This is an optimization exercise on Yosys and OpenROAD, whose aim is small area, a short achievable clock period and few clock cycles, not a production implementation.
In this exercise RTL edits were held to simulation tests only and were not proved equivalent to the original.
Power is estimated from default activity; no workload was simulated.

--- design/flow/config.mk ---
export PLATFORM = sky130hd
export DESIGN_NAME = live_timer
export DESIGN_NICKNAME = live_timer
export VERILOG_FILES = /design/flow/design.v
export SDC_FILE = /design/flow/constraint.sdc
export NUM_CORES = 4
export LEC_CHECK = 0
export CAP_MARGIN = 20
export CORE_MARGIN = 2
export CORE_UTILIZATION = 40
export SLEW_MARGIN = 20
--- design/flow/constraint.sdc ---
create_clock -name core_clock -period 10.0 [get_ports {clk}]
set_input_delay 2.0000 -clock core_clock [delete_from_list [all_inputs] [get_ports {clk}]]
set_output_delay 2.0000 -clock core_clock [all_outputs]
set_load 0.01 [all_outputs]
--- design/flow/design.v ---
module live_timer #(
    parameter integer NT = 16
) (
    input  wire        clk,
    input  wire        rst,             
    input  wire        cmd_valid,
    input  wire [1:0]  cmd_op,          
    input  wire [3:0]  cmd_slot,
    input  wire [6:0]  cmd_node,
    input  wire [7:0]  cmd_fidx,
    input  wire [31:0] cmd_tmo,
    output wire        cmd_ready,
    output wire        idle,
    output reg         alert_valid,
    output reg  [3:0]  alert_slot,
    output reg  [6:0]  alert_node,
    output reg  [7:0]  alert_fidx,
    output reg         rd_valid,
    output reg  [31:0] rd_rem
);
    localparam [1:0] OP_CONFIG = 2'd0,
                     OP_KICK   = 2'd1,
                     OP_TICK   = 2'd2,
                     OP_READ   = 2'd3;
    localparam signed [31:0] TICK_MS        = 32'sd5;
    localparam signed [31:0] BACKOFF_MIN_MS = 32'sd1000;
    reg  [NT-1:0]     slot_act;
    reg  [NT-1:0]     slot_big;
    reg  [6:0]        slot_node [0:NT-1];
    reg  [7:0]        slot_fidx [0:NT-1];
    reg  [30:0]       slot_tmo  [0:NT-1];
    reg  [31:0]       slot_rem  [0:NT-1];
    reg  [NT-1:0]     pend;           
    reg               ready_q;
    reg               idle_q;
    assign cmd_ready = ready_q;
    assign idle      = idle_q;
    wire accept   = cmd_valid & ready_q;
    wire do_cfg   = accept & (cmd_op == OP_CONFIG);
    wire do_kick  = accept & (cmd_op == OP_KICK);
    wire do_tick  = accept & (cmd_op == OP_TICK);
    wire do_read  = accept & (cmd_op == OP_READ);
    wire cfg_act  = ~cmd_tmo[31] & (|cmd_tmo[30:0]);
    wire cfg_big  = ~cmd_tmo[31] & (cmd_tmo[30:0] > 31'd1000);
    wire [NT-1:0] neg;
    genvar g;
    generate
        for (g = 0; g < NT; g = g + 1) begin : g_neg
            assign neg[g] = slot_act[g] & slot_rem[g][31];
        end
    endgenerate
    wire [NT-1:0] pend_low = pend & (~pend + 1'b1);
    wire [NT-1:0] neg_low  = neg  & (~neg  + 1'b1);
    wire          pend_any = |pend;
    reg  [3:0]  p_slot, n_slot;
    reg  [6:0]  p_node, n_node;
    reg  [7:0]  p_fidx, n_fidx;
    integer i;
    always @* begin
        p_slot = 4'd0; p_node = 7'd0; p_fidx = 8'd0;
        n_slot = 4'd0; n_node = 7'd0; n_fidx = 8'd0;
        for (i = 0; i < NT; i = i + 1) begin
            if (pend_low[i]) begin
                p_slot = p_slot | i[3:0];
                p_node = p_node | slot_node[i];
                p_fidx = p_fidx | slot_fidx[i];
            end
            if (neg_low[i]) begin
                n_slot = n_slot | i[3:0];
                n_node = n_node | slot_node[i];
                n_fidx = n_fidx | slot_fidx[i];
            end
        end
    end
    wire [NT-1:0] pend_rest = pend & ~pend_low;
    wire [NT-1:0] pend_next = pend_any ? (pend_rest | (do_tick ? neg : {NT{1'b0}}))
                                       : (do_tick ? (neg & ~neg_low) : {NT{1'b0}});
    wire pend_le1 = ~|(pend_next & (pend_next - 1'b1));
    always @(posedge clk) begin
        if (rst) begin
            pend        <= {NT{1'b0}};
            ready_q     <= 1'b1;
            idle_q      <= 1'b1;
            alert_valid <= 1'b0;
            rd_valid    <= 1'b0;
        end else begin
            pend        <= pend_next;
            ready_q     <= pend_le1;
            idle_q      <= ~|pend_next;
            alert_valid <= pend_any | (do_tick & (|neg));
            if (pend_any) begin
                alert_slot <= p_slot;
                alert_node <= p_node;
                alert_fidx <= p_fidx;
            end else begin
                alert_slot <= n_slot;
                alert_node <= n_node;
                alert_fidx <= n_fidx;
            end
            rd_valid <= do_read;
            rd_rem   <= slot_rem[cmd_slot];
        end
    end
    generate
        for (g = 0; g < NT; g = g + 1) begin : g_slot
            wire        cfg   = do_cfg & (cmd_slot == g);
            wire        kick  = do_kick & slot_act[g] &
                                (slot_node[g] == cmd_node) &
                                (slot_fidx[g] == cmd_fidx);
            wire        tick  = do_tick & slot_act[g];
            wire [30:0] tmo_d = cfg ? cmd_tmo[30:0] : slot_tmo[g];
            wire [31:0] dec   = slot_rem[g] - TICK_MS;
            always @(posedge clk) begin
                if (rst) begin
                    slot_act[g] <= 1'b0;
                end else if (cfg) begin
                    slot_act[g] <= cfg_act;
                    slot_big[g] <= cfg_big;
                    slot_node[g] <= cmd_node;
                    slot_fidx[g] <= cmd_fidx;
                end
                slot_tmo[g] <= tmo_d;
                if (cfg)
                    slot_rem[g] <= {cmd_tmo[31], tmo_d};
                else if (kick || (tick && slot_rem[g][31] && slot_big[g]))
                    slot_rem[g] <= {1'b0, tmo_d};
                else if (tick && slot_rem[g][31])
                    slot_rem[g] <= BACKOFF_MIN_MS;
                else if (tick)
                    slot_rem[g] <= dec;
            end
        end
    endgenerate
endmodule
--- design/flow/run.sh ---
#!/bin/bash
# synth_recipe.tcl (not shown) runs the flow's synth.tcl, then flattens the netlist and writes it again
# the make line also repeats each setting of config.mk as NAME=value (left out here)
make -C /OpenROAD-flow-scripts/flow DESIGN_CONFIG=/design/flow/config.mk WORK_HOME=/design/flow/orfs CLKGATE_MAP_FILE= SYNTH_SCRIPT=/design/flow/synth_recipe.tcl finish
==> results by group, run 1 <==
Run status
  – Status: timing/DRC/antenna clean

Critical path
  – Internal reg-to-reg setup slack: about 4.8 ns
  – Worst path max stage delay: 1.03 ns
  – Req. time, crit path: 10.55 ns
  – Reg-to-Reg End: ready_q$_SDFF_PP1_
  – WS Path Type: input pin to register
  – Worst Path Arrival: between 5 and 6 ns
  – Cells on worst reg2reg path: 10
  – Most used cell, CP: a21oi_1
  – Critical Path End Type: register
  – CP Launch Type: input pin
  – CP max FO: 32
  – CP Buf/Inv Count: 2
  – Crit path cell chain: buf_2 > buf_4 > xor2_1 > nor4_1 > nand4_1 > o21ai_1 > a21oi_1 > a21oi_1 > o21ai_0
  – Reg-to-Reg Start: pend[7]$_SDFF_PP0_
  – Crit path max-delay family: simple AND/OR/NAND/NOR gates
  – Worst path slowest cell: o21ai_1

Finish
  – Non-Filler Instances: approximately 9.7k
  – Fin nets: ~7.4k
  – Final core area utilization: a little under half
  – FILL cells: approximately 16k
  – Area of the multi-input gates: slightly above 30000 sq um
  – Register Area: approximately 35000 sq um
  – Design area: 76800 sq um
  – Layout area overhead: 13.1%
  – Share of layout cells above drive strength 1: between 7 and 8%

Clock tree
  – CTS Sinks: between 1k and 1.5k
  – Post-CTS resize count: 0
  – Htree depth: 4
  – Clk slew on worst S/H paths: roughly 0.060 ns
  – Clk buf depth: 3
  – TritonCTS Buffers: between 150 and 200
  – CTS tree: built
  – # hold bufs at CTS: 0
  – Clock latency (worst-skew pair): between 0.8 and 0.9 ns
  – Clock Tree Root: clkbuf_16
  – Setup Fix Bufs, Post-CTS: 0

Floorplan
  – Die Wd: just over 400 um
  – Die area: about 170000 sq um
  – Die H: between 400 and 500 um
  – Area of the core: between 150000 and 200000 sq um
  – Number of I/O pins: about 110
  – Initial core utilization: roughly two fifths
  – Cell row count: roughly 150

Yosys
  – Net count after synthesis: between 7k and 8k
  – Top cells by count, synth: nand2_1 (1847), edfxtp_1 (819), dfxtp_1 (532)
  – Avg Inst Size Synth: between 9 and 10 sq um
  – Cell Area, Synth: 67900 sq um
  – EDFF count, synth: roughly 820
  – Main synth FF type: edfxtp_1
  – Post-synth cell types: 68
  – Sequential fraction of the synthesis area: 51.9%
  – Count leader, synth: nand2_1
  – Post-synthesis cell count: about 7.3k
  – Synth top area share: a little over a third
  – Synth Register Bits: between 1k and 1.5k
  – Synth top area cells: edfxtp_1 (36%), dfxtp_1 (16%), nand2_1 (10%), xor2_1 (6.1%), a22oi_1 (5.6%)
  – Synth area leader: edfxtp_1
  – Async S/R FF share, synth: 0%
  – Yosys warns: 5

STA
  – Fin. max-slew vios: 0
  – RSZ-0062 raised after global routing: no
  – Final setup TNS: 0 ns
  – Finish-stage setup viols: 0
  – Fmax: 186 MHz
  – Fin. Hold Viols: 0
  – Final min period: around 5.4 ns
  – Slew headroom: approximately 17%
  – Worst slew pin tran: between 1 and 1.5 ns
  – Worst Skew: 0.0343 ns
  – Period utilization: 53.7%

Power and ir drop
  – Peak VDD IR: roughly 0.00018 V
  – Pwr dens: ~170 nW/um^2
  – Total Power: roughly 13 mW
  – Leakage: between 20 and 30 nW

Detailed routing
  – Routed WL per cell: roughly 33 um
  – ANT nets after route: 0
  – DR DRC count: 0
  – DR vias/cell: ~6.4
  – DRT Pass-1 Iters: 9
  – Final WL: 316000 um
  – Vias: ~62k
  – Drt initial violations: between 9k and 10k

Placed design
  – HPWL Detailed: 215000 um
  – Post-placement cell count: ~9.4k
  – Port-buffer cells: 110
  – Gpl congestion: between 1 and 1.5
  – Post-place instance area: between 70000 and 80000 sq um

GRT
  – Overall Global Routing Usage: 35.3%
  – Met3 usage: under 10%
  – Initial antenna violation count: 27
  – Vias in the first global route: roughly 56k
  – Met1 Usage GRT: about 44%
  – Largest net degree at the start of global routing: between 60 and 70
  – GR Util met2: between 50% and 60%
  – Busiest grt layer: met2
  – First-pass GRT wire length: approximately 430000 um
  – Grt total ovfl: 0

Hold path
  – Hold crit path type: register to register
  – Hold EP: slot_tmo[4][17]$_DFF_P_
  – Min-Delay Path Depth: 2
  – Hold path start: slot_tmo[4][17]$_DFF_P_

Job
  – Max cap viols: 0
cell type report:
cell class	instances	area share, %
Antenna cell	15	0.0489
Timing Repair Buffer	299	3.01
Tap cell	2218	3.61
Sequential cell	1351	45.9
Clock inverter	68	0.996
Multi-Input combinational cell	5427	40.2
Clock buffer	227	5.84
Inverter	70	0.344
worst min-delay path, cell delays in order, from the launching register on:
cell     delay [ns]
dfxtp_1        0.31
nand2_1        0.05
nand2_1        0.04
power by group:
group,internal (mW),switching [mW]
registers,6.17,0.168
logic,0.229,0.538
clock network,3.44,2.52
total,9.84,3.22
how the worst max path moves through the flow:
stage	slack, ns	depth (start not counted)	end	startpoint
floorplan	5.24	9	slot_rem[1][0]$_DFFE_PP_	cmd_slot[0]
global placement	4.01	8	slot_rem[6][9]$_DFFE_PP_	cmd_op[0]
detailed placement	3.93	8	slot_rem[6][9]$_DFFE_PP_	cmd_op[0]
CTS	4.83	8	slot_rem[6][9]$_DFFE_PP_	cmd_op[0]
global route	4.61	9	slot_rem[11][10]$_DFFE_PP_	cmd_node[0]
finish	4.63	9	slot_rem[11][10]$_DFFE_PP_	cmd_node[0]
sequential cells by signal, summed over array words and instances (netlist names), 4 cells and up:
signal      flops
slot_rem      512
slot_tmo      496
slot_fidx     128
slot_node     112
rd_rem         32
pend           16
slot_act       16
slot_big       16
alert_fidx      8
alert_node      7
alert_slot      4
metal layers:
| metal | up-vias | wire length, um |
|---|---|---|
| met2 | 4303 | 135000 |
| met5 | - | 147 |
| met1 | 30300 | 115000 |
| met4 | 16 | 29600 |
| li1 | 26500 | - |
| met3 | 1029 | 36300 |
layout by cell type (no fill, tap or decap), drive strengths merged, types with 179 or more instances in the layout:
master / synthesis / layout
nor2: 509 / 509
buf: 53 / 233
edfxtp: 819 / 819
a21oi: 179 / 179
clkbuf: 430 / 228
a22oi: 506 / 506
xnor2: 200 / 200
o21ai: 456 / 456
nand2: 1847 / 1847
dfxtp: 532 / 532
xor2: 472 / 472
per-stage QoR:
stage | worst slack, ns | hold slack (ns)
floorplan | 5.24 | 0.418
global placement | 4.01 | 0.427
detailed placement | 3.93 | 0.433
CTS | 4.83 | 0.442
global route | 4.61 | 0.452
finish | 4.63 | 0.441
logic make-up (layout without fill, tap and decap cells):
logic type / Yosys count / after routing / synth area share, %
other: 0 / 15 / 0
xor gates and xnor gates: 672 / 672 / 8.67
muxes: 1 / 1 / 0.0147
adders and majority gates: 17 / 17 / 0.310
and+or+nand+nor: 3127 / 3127 / 20.0
DFF: 1351 / 1351 / 51.9
AOI/OAI and AO/OA: 1610 / 1610 / 16.0
buffers and inverters: 553 / 664 / 3.06
Testbench counts, summed over its fixed seeds: cycles 24,036.
==> run 2: changes to the inputs <==
--- a/design/flow/config.mk
+++ b/design/flow/config.mk
@@ -6,6 +6,8 @@
 export NUM_CORES = 4
 export LEC_CHECK = 0
+export ABC_CLOCK_PERIOD_IN_PS = 3000
 export CAP_MARGIN = 20
 export CORE_MARGIN = 2
 export CORE_UTILIZATION = 40
+export SETUP_SLACK_MARGIN = 5
 export SLEW_MARGIN = 20
==> results by group, run 2 <==
Clock tree
  – # hold bufs at CTS: 0
  – Clock Tree Root: clkbuf_16
  – Clk slew on worst S/H paths: approximately 0.060 ns
  – Htree depth: 4
  – CTS tree: built
  – TritonCTS Buffers: about 160
  – CTS Sinks: 1351
  – Clock latency (worst-skew pair): about 0.84 ns
  – Clk buf depth: 3

STA
  – Slew headroom: 10.4%
  – Period utilization: 52.0%
  – Setup WS post-layout: between 4 and 5 ns
  – Fin. max-slew vios: 0
  – RSZ-0062 raised after global routing: no
  – Final min period: between 5 and 6 ns
  – Worst slew pin tran: roughly 1.3 ns
  – Finish-stage setup viols: 0
  – Fin. Hold Viols: 0
  – Worst Skew: 0.0357 ns
  – Final setup TNS: 0 ns
  – Fmax: 192 MHz

Yosys
  – Main synth FF type: edfxtp_1
  – Yosys warns: 5
  – Sequential fraction of the synthesis area: between 50% and 60%
  – Top cells by count, synth: nand2_1 (1847), edfxtp_1 (819), dfxtp_1 (532)
  – Count leader, synth: nand2_1
  – Post-synth cell types: about 70
  – Cell Area, Synth: roughly 68000 sq um
  – Avg Inst Size Synth: 9.26 sq um
  – Synth top area share: between 30% and 40%
  – Synth Register Bits: about 1.4k
  – Net count after synthesis: roughly 7.4k
  – Async S/R FF share, synth: 0%
  – EDFF count, synth: between 800 and 900
  – Post-synthesis cell count: 7331
  – Synth area leader: edfxtp_1
  – Synth top area cells: edfxtp_1 (36%), dfxtp_1 (16%), nand2_1 (10%), xor2_1 (6.1%), a22oi_1 (5.6%)

Finish
  – FILL cells: 16.1k
  – Register Area: 35200 sq um
  – Share of layout cells above drive strength 1: slightly below 8%
  – Max reg flops: between 500 and 600
  – Layout area overhead: 13.3%
  – Largest register by flop count: slot_rem
  – Largest registers: slot_rem x512, slot_tmo x496, slot_fidx x128
  – Most frequent cells in the layout: nand2_1 (1842), edfxtp_1 (819), dfxtp_1 (532)
  – Fin nets: around 7.4k
  – Commonest non-fill, non-tap cell in the layout: nand2_1
  – Area of the multi-input gates: between 30000 and 40000 sq um

GRT
  – Initial antenna violation count: 26
  – Grt total ovfl: 0
  – Largest net degree at the start of global routing: 67
  – Overall Global Routing Usage: a little over a third
  – Vias in the first global route: roughly 56k
  – First-pass GRT wire length: about 430000 um

Power and ir drop
  – Pwr dens: 170 nW/um^2
  – Leakage: 29.1 nW
  – Peak VDD IR: 0.000179 V
  – Total Power: 13.1 mW

Floorplan
  – Number of I/O pins: roughly 110
  – Die Wd: 416 um
  – Die area: between 150000 and 200000 sq um
  – Area of the core: 169000 sq um
  – Die H: 416 um
  – Initial core utilization: 40.2%
  – Cell row count: about 150

Placed design
  – Port-buffer cells: 110
  – HPWL Detailed: 215000 um
  – Dpl ws: between 3 and 4 ns
  – Gpl congestion: around 1.1

Detailed routing
  – Routed WL per cell: roughly 33 um
  – ANT nets after route: 0
  – Drt initial violations: 10.0k
  – DRT Pass-1 Iters: 10
  – DR vias/cell: ~6.4
  – DR DRC count: 0
  – Vias: slightly above 60k
  – Final WL: between 300000 and 400000 um

Job
  – Max cap viols: 0

Critical path
  – Worst Path Arrival: around 5.8 ns
  – Req. time, crit path: 10.56 ns
  – Cells on worst reg2reg path: 11
  – Critical Path End Type: register
  – CP Launch Type: input pin
  – CP max FO: 32
  – WS Path Type: input pin to register

Run status
  – Status: timing/DRC/antenna clean

Hold path
  – Hold crit path type: register to register
  – Min-Delay Path Depth: 2
## run 2: cell counts after synthesis
No cell type changed its count.
## run 2: metrics by stage
stage                     utilization, %  instance area (sq um)  cells  hold slack [ns]
final                               45.5                  76900   9680            0.443
after global routing                45.5                  76800   9669            0.452
after detailed placement            42.3                  71400   9361            0.433
after global placement              42.3                  71400   9360            0.427
after floorplan                        -                  67900   7331            0.418
after CTS                           45.4                  76700   9659            0.442
## run 2: layout make-up
class	instances	area share, %
flip-flops and latches	1351	45.8
diodes	11	0.0358
inverters	70	0.343
clock inverters	68	0.994
well taps	2218	3.61
repair buffers	308	3.11
clock buffers	227	5.84
multi-input cells	5427	40.2
## run 2: logic make-up after synthesis
logic type	Yosys count	synth area share [%]
adders and majority gates	17	0.310
muxes	1	0.0147
xor gates and xnor gates	672	8.67
and+or+nand+nor	3127	20.0
AOI/OAI and AO/OA	1610	16.0
buffers and inverters	553	3.06
DFF	1351	51.9
## run 2: worst paths after layout
| kind | startpoint | end | slack (ns) |
|---|---|---|---|
| worst max-delay path | cmd_slot[3] | rd_rem[26]$_DFFE_PN_ | 4.80 |
| worst min-delay path | slot_tmo[6][28]$_DFF_P_ | slot_tmo[6][28]$_DFF_P_ | 0.44 |
| worst max register to register | pend[7]$_SDFF_PP0_ | ready_q$_SDFF_PP1_ | 5.68 |
| worst min register to register | slot_tmo[6][28]$_DFF_P_ | slot_tmo[6][28]$_DFF_P_ | 0.44 |
## run 2: critical path, cell delays in order
cell and delay (ns):
clkdlybuf4s50_1 0.67, nand2b_1 0.48, nor3_2 0.11, buf_4 0.34
a22o_1 0.30, a221oi_1 1.03, nand3_1 0.43, o22a_1 0.37
## run 2: power breakdown
part           switching [mW]  internal (mW)
registers               0.167           6.17
clock network            2.52           3.44
logic                   0.537          0.230
## run 2: metal layers
layer  routed length (um)  part of all wire [%]  global-route usage, %  vias to the layer above
met3                36300                    11                   9.16                     1057
met4                30100                   9.5                   27.4                       20
met1               115000                    36                   44.0                    30200
met2               134000                    43                   52.1                     4249
li1                     -                     -                      -                    26500
met5                  154                 0.049                      0                        -
## run 2: repair_timing
| item | in CTS | in global routing |
|---|---|---|
| gates cloned | 0 | 0 |
| endpoints found under the hold margin | 0 | 0 |
| pin swaps | 1 | 4 |
| setup endpoints to repair | 31 | 89 |
| setup buffers | 3 | 6 |
| resized for setup | 6 | 5 |

static timing again, ports no longer ideal:
How much do the figures lean on ideal ports? The routed layouts below were timed once more, with nothing changed but the port constraints.
Step 1 (the two cells are an assumption about what drives the block):
set clk [get_ports {clk}]
set_driving_cell -lib_cell sky130_fd_sc_hd__clkbuf_16 $clk
set_driving_cell -lib_cell sky130_fd_sc_hd__buf_2 [delete_from_list [all_inputs] $clk]
Step 2 adds t to the input delays and takes it off the output delays; t is the mean of the earliest and latest rising clock arrival at the registers after step 1. Input paths then give back, and output paths get back, about the clock's delay inside the block.
a / b / c = ideal / step 1 / step 2; a / b = the first two.
run	t, ns	setup slack, ns	latest minus earliest clock arrival (ns)	pins driven straight from the clock port
run 1	0.909	4.627 / 4.685 / 3.776	0.039 / 0.038	1
run 2	0.907	4.804 / 4.766 / 3.859	0.036 / 0.036	1
After both steps every run listed still meets setup and hold. For run 2, which loses most, drivers alone change the setup slack by -0.038 ns; drivers and shift together by -0.945 ns.
